This design comes from an exercise in tuning for small area, a short achievable clock period and few clock cycles per item on the open sky130 flow, not from production work. Only simulation tests tie the RTL to the original design; equivalence was not proved.

==> run E: inputs <==
// ammod
module ammod (
    input  wire        clk,
    input  wire        rst,
    input  wire        cmd_valid,
    input  wire [31:0] cmd,
    input  wire [31:0] midx,
    input  wire [31:0] x,
    input  wire [2:0]  err_clr,
    output reg         cmd_ready,
    output reg  [31:0] yre,
    output wire [31:0] yim,
    output reg  [31:0] nidx,
    output reg         created,
    output reg  [1:0]  lasterr,
    output reg  [2:0]  errflags
);
    localparam N = 18;
    localparam [31:0] ONE = 32'h3F800000;
    localparam [1:0] E_OK = 2'd0, E_PARAM = 2'd1, E_ILL = 2'd2, E_STATE = 2'd3;
    localparam [1:0] S_IDLE = 2'd0, S_EXEC = 2'd1, S_NORM = 2'd2, S_RUN = 2'd3;
    function [31:0] hmag;
        input [2:0] j;
        case (j)
            3'd0: hmag = 32'h3BB96DD0;
            3'd1: hmag = 32'h3C8BC81A;
            3'd2: hmag = 32'h3D6FF656;
            3'd3: hmag = 32'h3E275216;
            default: hmag = 32'h3F1E741A;
        endcase
    endfunction
    reg [1:0]  state;
  ...
export LEC_CHECK = 0
export CAP_MARGIN = 60
export CORE_MARGIN = 2
export CORE_UTILIZATION = 40
export GPL_TIMING_DRIVEN = 1
export PLACE_DENSITY = 0.6
export SLEW_MARGIN = 60
create_clock -name core_clock -period 24.0 [get_ports {clk}]
run.sh (not shown) runs the stock make flow with config.mk's settings and CLKGATE_MAP_FILE= SYNTH_SCRIPT=/design/flow/synth_recipe.tcl, a recipe that flattens the netlist after the stock synthesis.
==> run X (differences from run E) <==
--- a/flow/design.v
+++ b/flow/design.v
@@ -129,16 +129,22 @@
     wire [8:0]  dab = {1'b0, ea1} - {1'b0, eb1};
     wire [8:0]  dba = {1'b0, eb1} - {1'b0, ea1};
     wire        bgt = dab[8];               
     wire [7:0]  el = bgt ? eb1 : ea1;
     wire [7:0]  d  = bgt ? dba[7:0] : dab[7:0];
-    wire [23:0] ml = bgt ? mb : ma;
-    wire [23:0] mr = bgt ? ma : mb;
-    wire        sl = bgt ? b[31] : a[31];
-    wire [26:0] mrx = {mr, 3'b000};
-    wire [4:0]  dsh = (d > 8'd26) ? 5'd27 : d[4:0];
-    wire [26:0] mra = (mrx >> dsh) | {26'd0, |(mrx & ~({27{1'b1}} << dsh))};
+    wire        fswap = (eb > ea);
+    wire [7:0]  rab = ea - eb, rba = eb - ea;
+    wire [7:0]  draw = fswap ? rba : rab;
+    wire [23:0] ml = fswap ? mb : ma;
+    wire [23:0] mr = fswap ? ma : mb;
+    wire        sl = fswap ? b[31] : a[31];
+    wire        rz = fswap ? (ea == 8'd0) : (eb == 8'd0);
+    wire        fix = rz && (draw != 8'd0);
+    wire [27:0] mrv = fix ? {mr, 4'b0000} : {1'b0, mr, 3'b000};
+    wire [4:0]  dsh = (draw > 8'd27) ? 5'd28 : draw[4:0];
+    wire [27:0] mrs = mrv >> dsh;
+    wire [26:0] mra = mrs[26:0] | {26'd0, |(mrv & ~({28{1'b1}} << dsh))};
     wire [27:0] fs = sub ? {1'b0, ml, 3'b000} - {1'b0, mra} : {1'b0, ml, 3'b000} + {1'b0, mra};
     reg  [26:0] fm;
     reg  [8:0]  fe;
     always @* begin
         if (fs[27]) begin
@@ -239,10 +245,12 @@
     reg [1:0]  state;
     reg [3:0]  ph;           
     reg        c_nop, c_create, c_step, c_destroy;
     reg [1:0]  c_sb;
     reg        c_sc;
+    reg [31:0] p2r;
+    reg        p2pend;
     reg [23:0] m_sig;        
     reg signed [9:0] m_exp;  
     reg [1:0]  sb;
     reg        sc;
     reg [31:0] line [0:N-1];
@@ -282,25 +290,26 @@
     reg  [31:0] hc;
     reg         an_sa;
     reg signed [9:0] an_ea;
     reg  [23:0] an_ma;
     always @* begin
-        phn = (state == S_EXEC) ? 4'd2 : ph + 4'd1;
+        phn = (state == S_EXEC) ? (sc ? 4'd3 : 4'd2) : ph + 4'd1;
         case (phn)
-            4'd2:  hc = sc ? hmag(3'd0) : hmag(3'd1);
-            4'd3:  hc = sc ? hmag(3'd1) : hmag(3'd0);
+            4'd2:  hc = hmag(3'd1);
+            4'd3:  hc = hmag(3'd0);
             4'd4:  hc = hmag(3'd2);
             4'd5:  hc = hmag(3'd3);
             4'd6:  hc = hmag(3'd4);
             4'd7:  hc = hmag(3'd4);
             4'd8:  hc = hmag(3'd3);
             4'd9:  hc = hmag(3'd2);
             4'd10: hc = hmag(3'd1);
+            4'd13: hc = hmag(3'd1);
             default: hc = hmag(3'd0);
         endcase
         if (state == S_EXEC || state == S_RUN) begin
-            an_sa = (phn <= 4'd6);
+            an_sa = (phn <= 4'd6) || (phn == 4'd13);
             an_ea = $signed({2'b00, hc[30:23]});
             an_ma = {1'b1, hc[22:0]};
         end else begin
             an_sa = 1'b0;
             an_ea = m_exp;
@@ -342,11 +351,11 @@
     wire mid0 = (cmd[10:8] == 3'd0);
     reg  [31:0] tap;
     integer r;
     always @* begin
         tap = ({32{state == S_EXEC && vld[1]}} & line[1])
-            | ({32{run && ph == 4'd2 && vld[1]}} & line[1]);
+            | ({32{run && ph == 4'd12 && vld[0]}} & line[0]);
         for (r = 2; r < 10; r = r + 1)
             tap = tap | ({32{run && ph == r + 1 && vld[2*r-1]}} & line[2*r-1]);
     end
     wire go     = c_step && created;                   
     wire newa_s = (state == S_EXEC) && go && !dsb && sc;
@@ -387,18 +396,21 @@
             yre       <= 32'd0;
             acc       <= 32'd0;
             nidx      <= 32'd0;
             lasterr   <= E_OK;
             errflags  <= 3'd0;
+            p2pend    <= 1'b0;
         end else begin
             if (newa) yre <= aval;
             if (push) begin
                 vld <= {vld[N-2:0], 1'b1};
                 yre <= line[8] & {32{vld[8]}};
             end
             case (state)
                 S_IDLE: begin
+                    if (p2pend) p2r <= mo;
+                    p2pend   <= 1'b0;
                     errflags <= errflags & ~err_clr;
                     c_nop     <= (op == 8'h00) && hi0 && mid0;
                     c_create  <= (op == 8'h01) && hi0;
                     c_step    <= (op == 8'h02) && hi0 && mid0;
                     c_destroy <= (op == 8'h03) && hi0 && mid0;
@@ -422,10 +434,12 @@
                             sb      <= c_sb;
                             sc      <= c_sc;
                             m_sig   <= {opb[30:23] != 8'd0, opb[22:0]};
                             m_exp   <= (opb[30:23] == 8'd0) ? 10'sd1 : $signed({2'b00, opb[30:23]});
                             vld     <= {N{1'b0}};
+                            p2r     <= 32'h80000000;     
+                            p2pend  <= 1'b0;
                             yre     <= 32'd0;
                             acc     <= 32'd0;
                             nidx    <= 32'd0;
                             lasterr <= E_OK;
                             if (opb[30:23] == 8'd0) state <= S_NORM;
@@ -441,12 +455,12 @@
                             yre  <= mo;
                             acc  <= 32'd0;
                             nidx <= nidx + 32'd1;
                             finish(E_OK);
                         end else begin
-                            if (!sc) acc <= ONE;
-                            ph    <= 4'd2;
+                            acc   <= sc ? p2r : ONE;
+                            ph    <= sc ? 4'd3 : 4'd2;
                             state <= S_RUN;
                         end
                     end else begin
                         created <= 1'b0;
                         yre     <= 32'd0;
@@ -472,10 +486,11 @@
                         finish(E_OK);
                     end else begin
                         if (ph == 4'd2) acc <= mo;           
                         if (fir_add) acc <= (ph == 4'd12 && sb == 2'd2) ? {~ao[31], ao[30:0]} : ao;
                         if (ph == 4'd12) begin
+                            p2pend <= 1'b1;
                             nidx <= nidx + 32'd1;
                             finish(E_OK);
                         end
                     end
                 end
ABC_AREA = 1   (was default)
PLACE_DENSITY = 0.55   (was 0.6)
==> run Z (differences from run E) <==
--- a/flow/design.v
+++ b/flow/design.v
@@ -129,16 +129,22 @@
     wire [8:0]  dab = {1'b0, ea1} - {1'b0, eb1};
     wire [8:0]  dba = {1'b0, eb1} - {1'b0, ea1};
     wire        bgt = dab[8];               
     wire [7:0]  el = bgt ? eb1 : ea1;
     wire [7:0]  d  = bgt ? dba[7:0] : dab[7:0];
-    wire [23:0] ml = bgt ? mb : ma;
-    wire [23:0] mr = bgt ? ma : mb;
-    wire        sl = bgt ? b[31] : a[31];
-    wire [26:0] mrx = {mr, 3'b000};
-    wire [4:0]  dsh = (d > 8'd26) ? 5'd27 : d[4:0];
-    wire [26:0] mra = (mrx >> dsh) | {26'd0, |(mrx & ~({27{1'b1}} << dsh))};
+    wire        fswap = (eb > ea);
+    wire [7:0]  rab = ea - eb, rba = eb - ea;
+    wire [7:0]  draw = fswap ? rba : rab;
+    wire [23:0] ml = fswap ? mb : ma;
+    wire [23:0] mr = fswap ? ma : mb;
+    wire        sl = fswap ? b[31] : a[31];
+    wire        rz = fswap ? (ea == 8'd0) : (eb == 8'd0);
+    wire        fix = rz && (draw != 8'd0);
+    wire [27:0] mrv = fix ? {mr, 4'b0000} : {1'b0, mr, 3'b000};
+    wire [4:0]  dsh = (draw > 8'd27) ? 5'd28 : draw[4:0];
+    wire [27:0] mrs = mrv >> dsh;
+    wire [26:0] mra = mrs[26:0] | {26'd0, |(mrv & ~({28{1'b1}} << dsh))};
     wire [27:0] fs = sub ? {1'b0, ml, 3'b000} - {1'b0, mra} : {1'b0, ml, 3'b000} + {1'b0, mra};
     reg  [26:0] fm;
     reg  [8:0]  fe;
     always @* begin
         if (fs[27]) begin
@@ -239,10 +245,12 @@
     reg [1:0]  state;
     reg [3:0]  ph;           
     reg        c_nop, c_create, c_step, c_destroy;
     reg [1:0]  c_sb;
     reg        c_sc;
+    reg [31:0] p2r;
+    reg        p2pend;
     reg [23:0] m_sig;        
     reg signed [9:0] m_exp;  
     reg [1:0]  sb;
     reg        sc;
     reg [31:0] line [0:N-1];
@@ -282,25 +290,26 @@
     reg  [31:0] hc;
     reg         an_sa;
     reg signed [9:0] an_ea;
     reg  [23:0] an_ma;
     always @* begin
-        phn = (state == S_EXEC) ? 4'd2 : ph + 4'd1;
+        phn = (state == S_EXEC) ? (sc ? 4'd3 : 4'd2) : ph + 4'd1;
         case (phn)
-            4'd2:  hc = sc ? hmag(3'd0) : hmag(3'd1);
-            4'd3:  hc = sc ? hmag(3'd1) : hmag(3'd0);
+            4'd2:  hc = hmag(3'd1);
+            4'd3:  hc = hmag(3'd0);
             4'd4:  hc = hmag(3'd2);
             4'd5:  hc = hmag(3'd3);
             4'd6:  hc = hmag(3'd4);
             4'd7:  hc = hmag(3'd4);
             4'd8:  hc = hmag(3'd3);
             4'd9:  hc = hmag(3'd2);
             4'd10: hc = hmag(3'd1);
+            4'd13: hc = hmag(3'd1);
             default: hc = hmag(3'd0);
         endcase
         if (state == S_EXEC || state == S_RUN) begin
-            an_sa = (phn <= 4'd6);
+            an_sa = (phn <= 4'd6) || (phn == 4'd13);
             an_ea = $signed({2'b00, hc[30:23]});
             an_ma = {1'b1, hc[22:0]};
         end else begin
             an_sa = 1'b0;
             an_ea = m_exp;
@@ -342,11 +351,11 @@
     wire mid0 = (cmd[10:8] == 3'd0);
     reg  [31:0] tap;
     integer r;
     always @* begin
         tap = ({32{state == S_EXEC && vld[1]}} & line[1])
-            | ({32{run && ph == 4'd2 && vld[1]}} & line[1]);
+            | ({32{run && ph == 4'd12 && vld[0]}} & line[0]);
         for (r = 2; r < 10; r = r + 1)
             tap = tap | ({32{run && ph == r + 1 && vld[2*r-1]}} & line[2*r-1]);
     end
     wire go     = c_step && created;                   
     wire newa_s = (state == S_EXEC) && go && !dsb && sc;
@@ -387,18 +396,21 @@
             yre       <= 32'd0;
             acc       <= 32'd0;
             nidx      <= 32'd0;
             lasterr   <= E_OK;
             errflags  <= 3'd0;
+            p2pend    <= 1'b0;
         end else begin
             if (newa) yre <= aval;
             if (push) begin
                 vld <= {vld[N-2:0], 1'b1};
                 yre <= line[8] & {32{vld[8]}};
             end
             case (state)
                 S_IDLE: begin
+                    if (p2pend) p2r <= mo;
+                    p2pend   <= 1'b0;
                     errflags <= errflags & ~err_clr;
                     c_nop     <= (op == 8'h00) && hi0 && mid0;
                     c_create  <= (op == 8'h01) && hi0;
                     c_step    <= (op == 8'h02) && hi0 && mid0;
                     c_destroy <= (op == 8'h03) && hi0 && mid0;
@@ -422,10 +434,12 @@
                             sb      <= c_sb;
                             sc      <= c_sc;
                             m_sig   <= {opb[30:23] != 8'd0, opb[22:0]};
                             m_exp   <= (opb[30:23] == 8'd0) ? 10'sd1 : $signed({2'b00, opb[30:23]});
                             vld     <= {N{1'b0}};
+                            p2r     <= 32'h80000000;     
+                            p2pend  <= 1'b0;
                             yre     <= 32'd0;
                             acc     <= 32'd0;
                             nidx    <= 32'd0;
                             lasterr <= E_OK;
                             if (opb[30:23] == 8'd0) state <= S_NORM;
@@ -441,12 +455,12 @@
                             yre  <= mo;
                             acc  <= 32'd0;
                             nidx <= nidx + 32'd1;
                             finish(E_OK);
                         end else begin
-                            if (!sc) acc <= ONE;
-                            ph    <= 4'd2;
+                            acc   <= sc ? p2r : ONE;
+                            ph    <= sc ? 4'd3 : 4'd2;
                             state <= S_RUN;
                         end
                     end else begin
                         created <= 1'b0;
                         yre     <= 32'd0;
@@ -472,10 +486,11 @@
                         finish(E_OK);
                     end else begin
                         if (ph == 4'd2) acc <= mo;           
                         if (fir_add) acc <= (ph == 4'd12 && sb == 2'd2) ? {~ao[31], ao[30:0]} : ao;
                         if (ph == 4'd12) begin
+                            p2pend <= 1'b1;
                             nidx <= nidx + 32'd1;
                             finish(E_OK);
                         end
                     end
                 end
ABC_AREA = 1   (was default)
==> run H (differences from run E) <==
--- a/flow/design.v
+++ b/flow/design.v
@@ -239,10 +239,12 @@
     reg [1:0]  state;
     reg [3:0]  ph;           
     reg        c_nop, c_create, c_step, c_destroy;
     reg [1:0]  c_sb;
     reg        c_sc;
+    reg [31:0] p2r;
+    reg        p2pend;
     reg [23:0] m_sig;        
     reg signed [9:0] m_exp;  
     reg [1:0]  sb;
     reg        sc;
     reg [31:0] line [0:N-1];
@@ -282,25 +284,26 @@
     reg  [31:0] hc;
     reg         an_sa;
     reg signed [9:0] an_ea;
     reg  [23:0] an_ma;
     always @* begin
-        phn = (state == S_EXEC) ? 4'd2 : ph + 4'd1;
+        phn = (state == S_EXEC) ? (sc ? 4'd3 : 4'd2) : ph + 4'd1;
         case (phn)
-            4'd2:  hc = sc ? hmag(3'd0) : hmag(3'd1);
-            4'd3:  hc = sc ? hmag(3'd1) : hmag(3'd0);
+            4'd2:  hc = hmag(3'd1);
+            4'd3:  hc = hmag(3'd0);
             4'd4:  hc = hmag(3'd2);
             4'd5:  hc = hmag(3'd3);
             4'd6:  hc = hmag(3'd4);
             4'd7:  hc = hmag(3'd4);
             4'd8:  hc = hmag(3'd3);
             4'd9:  hc = hmag(3'd2);
             4'd10: hc = hmag(3'd1);
+            4'd13: hc = hmag(3'd1);
             default: hc = hmag(3'd0);
         endcase
         if (state == S_EXEC || state == S_RUN) begin
-            an_sa = (phn <= 4'd6);
+            an_sa = (phn <= 4'd6) || (phn == 4'd13);
             an_ea = $signed({2'b00, hc[30:23]});
             an_ma = {1'b1, hc[22:0]};
         end else begin
             an_sa = 1'b0;
             an_ea = m_exp;
@@ -342,11 +345,11 @@
     wire mid0 = (cmd[10:8] == 3'd0);
     reg  [31:0] tap;
     integer r;
     always @* begin
         tap = ({32{state == S_EXEC && vld[1]}} & line[1])
-            | ({32{run && ph == 4'd2 && vld[1]}} & line[1]);
+            | ({32{run && ph == 4'd12 && vld[0]}} & line[0]);
         for (r = 2; r < 10; r = r + 1)
             tap = tap | ({32{run && ph == r + 1 && vld[2*r-1]}} & line[2*r-1]);
     end
     wire go     = c_step && created;                   
     wire newa_s = (state == S_EXEC) && go && !dsb && sc;
@@ -387,18 +390,21 @@
             yre       <= 32'd0;
             acc       <= 32'd0;
             nidx      <= 32'd0;
             lasterr   <= E_OK;
             errflags  <= 3'd0;
+            p2pend    <= 1'b0;
         end else begin
             if (newa) yre <= aval;
             if (push) begin
                 vld <= {vld[N-2:0], 1'b1};
                 yre <= line[8] & {32{vld[8]}};
             end
             case (state)
                 S_IDLE: begin
+                    if (p2pend) p2r <= mo;
+                    p2pend   <= 1'b0;
                     errflags <= errflags & ~err_clr;
                     c_nop     <= (op == 8'h00) && hi0 && mid0;
                     c_create  <= (op == 8'h01) && hi0;
                     c_step    <= (op == 8'h02) && hi0 && mid0;
                     c_destroy <= (op == 8'h03) && hi0 && mid0;
@@ -422,10 +428,12 @@
                             sb      <= c_sb;
                             sc      <= c_sc;
                             m_sig   <= {opb[30:23] != 8'd0, opb[22:0]};
                             m_exp   <= (opb[30:23] == 8'd0) ? 10'sd1 : $signed({2'b00, opb[30:23]});
                             vld     <= {N{1'b0}};
+                            p2r     <= 32'h80000000;     
+                            p2pend  <= 1'b0;
                             yre     <= 32'd0;
                             acc     <= 32'd0;
                             nidx    <= 32'd0;
                             lasterr <= E_OK;
                             if (opb[30:23] == 8'd0) state <= S_NORM;
@@ -441,12 +449,12 @@
                             yre  <= mo;
                             acc  <= 32'd0;
                             nidx <= nidx + 32'd1;
                             finish(E_OK);
                         end else begin
-                            if (!sc) acc <= ONE;
-                            ph    <= 4'd2;
+                            acc   <= sc ? p2r : ONE;
+                            ph    <= sc ? 4'd3 : 4'd2;
                             state <= S_RUN;
                         end
                     end else begin
                         created <= 1'b0;
                         yre     <= 32'd0;
@@ -472,10 +480,11 @@
                         finish(E_OK);
                     end else begin
                         if (ph == 4'd2) acc <= mo;           
                         if (fir_add) acc <= (ph == 4'd12 && sb == 2'd2) ? {~ao[31], ao[30:0]} : ao;
                         if (ph == 4'd12) begin
+                            p2pend <= 1'b1;
                             nidx <= nidx + 32'd1;
                             finish(E_OK);
                         end
                     end
                 end
ABC_AREA = 1   (was default)
==> notes.md <==
quantity	run X	run E	run H	run Z
Post-route cell area	0.0791 mm2	0.0794 mm2	0.0781 mm2	0.0789 mm2
Antenna violations before repair	12	3	8	12
Compound-Gate Fraction of Synth Area	15.8%	22.9%	15.6%	15.8%
Utilization of the core after routing	44.9%	45.3%	44.9%	44.8%
Global placement routability congestion	0.981	1.04	1.02	1.03
Total stage count of the critical path	67	38	74	68
Layout overhead on the synthesized area	11.3%	12.7%	11.4%	11.1%
Multi-input combinational area share	50.9%	55.1%	50.6%	51.0%
Share of the final layout cell area in sequential cells	31.2%	30.0%	31.6%	31.3%
Met2 capacity usage during global routing	45.0%	45.5%	44.5%	43.6%
Area share of the largest cell type after synthesis	28.5%	27.4%	28.9%	28.5%
Cell with the most instances after synthesis	sky130_fd_sc_hd__nand2_1	sky130_fd_sc_hd__edfxtp_1	sky130_fd_sc_hd__nand2_1	sky130_fd_sc_hd__nand2_1
Clock buffers and inverters, area share	3.94%	3.92%	3.72%	3.84%
Number of core rows	154	154	153	154
Outcome	complete, no violations	complete, no violations	complete, no violations	complete, no violations
Testbench counts of run E, summed over its fixed seeds: cycles 29,390, steps 3,072.
Testbench counts of run X, summed over its fixed seeds: cycles 28,366, steps 3,072.
Testbench counts of run Z, summed over its fixed seeds: cycles 28,366, steps 3,072.
Testbench counts of run H, summed over its fixed seeds: cycles 28,366, steps 3,072.

==> static timing again, ports no longer ideal <==
The results above use ideal ports. As a check the final layouts listed here were re-extracted and re-timed, cells and wires unchanged.
Step 1, drivers: a clkbuf_16 drives clk and a buf_2 each remaining input, both assumed.
Step 2 adds t to the input delays and takes it off the output delays; t is the mean of the earliest and latest rising clock arrival at the registers after step 1. Input paths then give back, and output paths get back, about the clock's delay inside the block.
Slacks: ideal ports / drivers / drivers and shift; pairs: ideal ports / drivers.
run	t (ns)	slack for setup (ns)	hold WS [ns]	slew at the worst register clock pin (ns)	worst data-port slew with drivers (ns)
run E	0.799	11.743 / 11.743 / 11.743	0.381 / 0.381 / 0.381	0.07 / 0.07	0.08
run X	0.768	12.334 / 12.334 / 12.334	0.412 / 0.412 / 0.412	0.07 / 0.07	0.07
run Z	0.754	12.544 / 12.544 / 12.544	0.410 / 0.410 / 0.410	0.07 / 0.07	0.21
run H	0.732	11.602 / 11.602 / 11.602	0.415 / 0.415 / 0.415	0.07 / 0.07	0.07
After both steps every run listed still meets setup and hold.
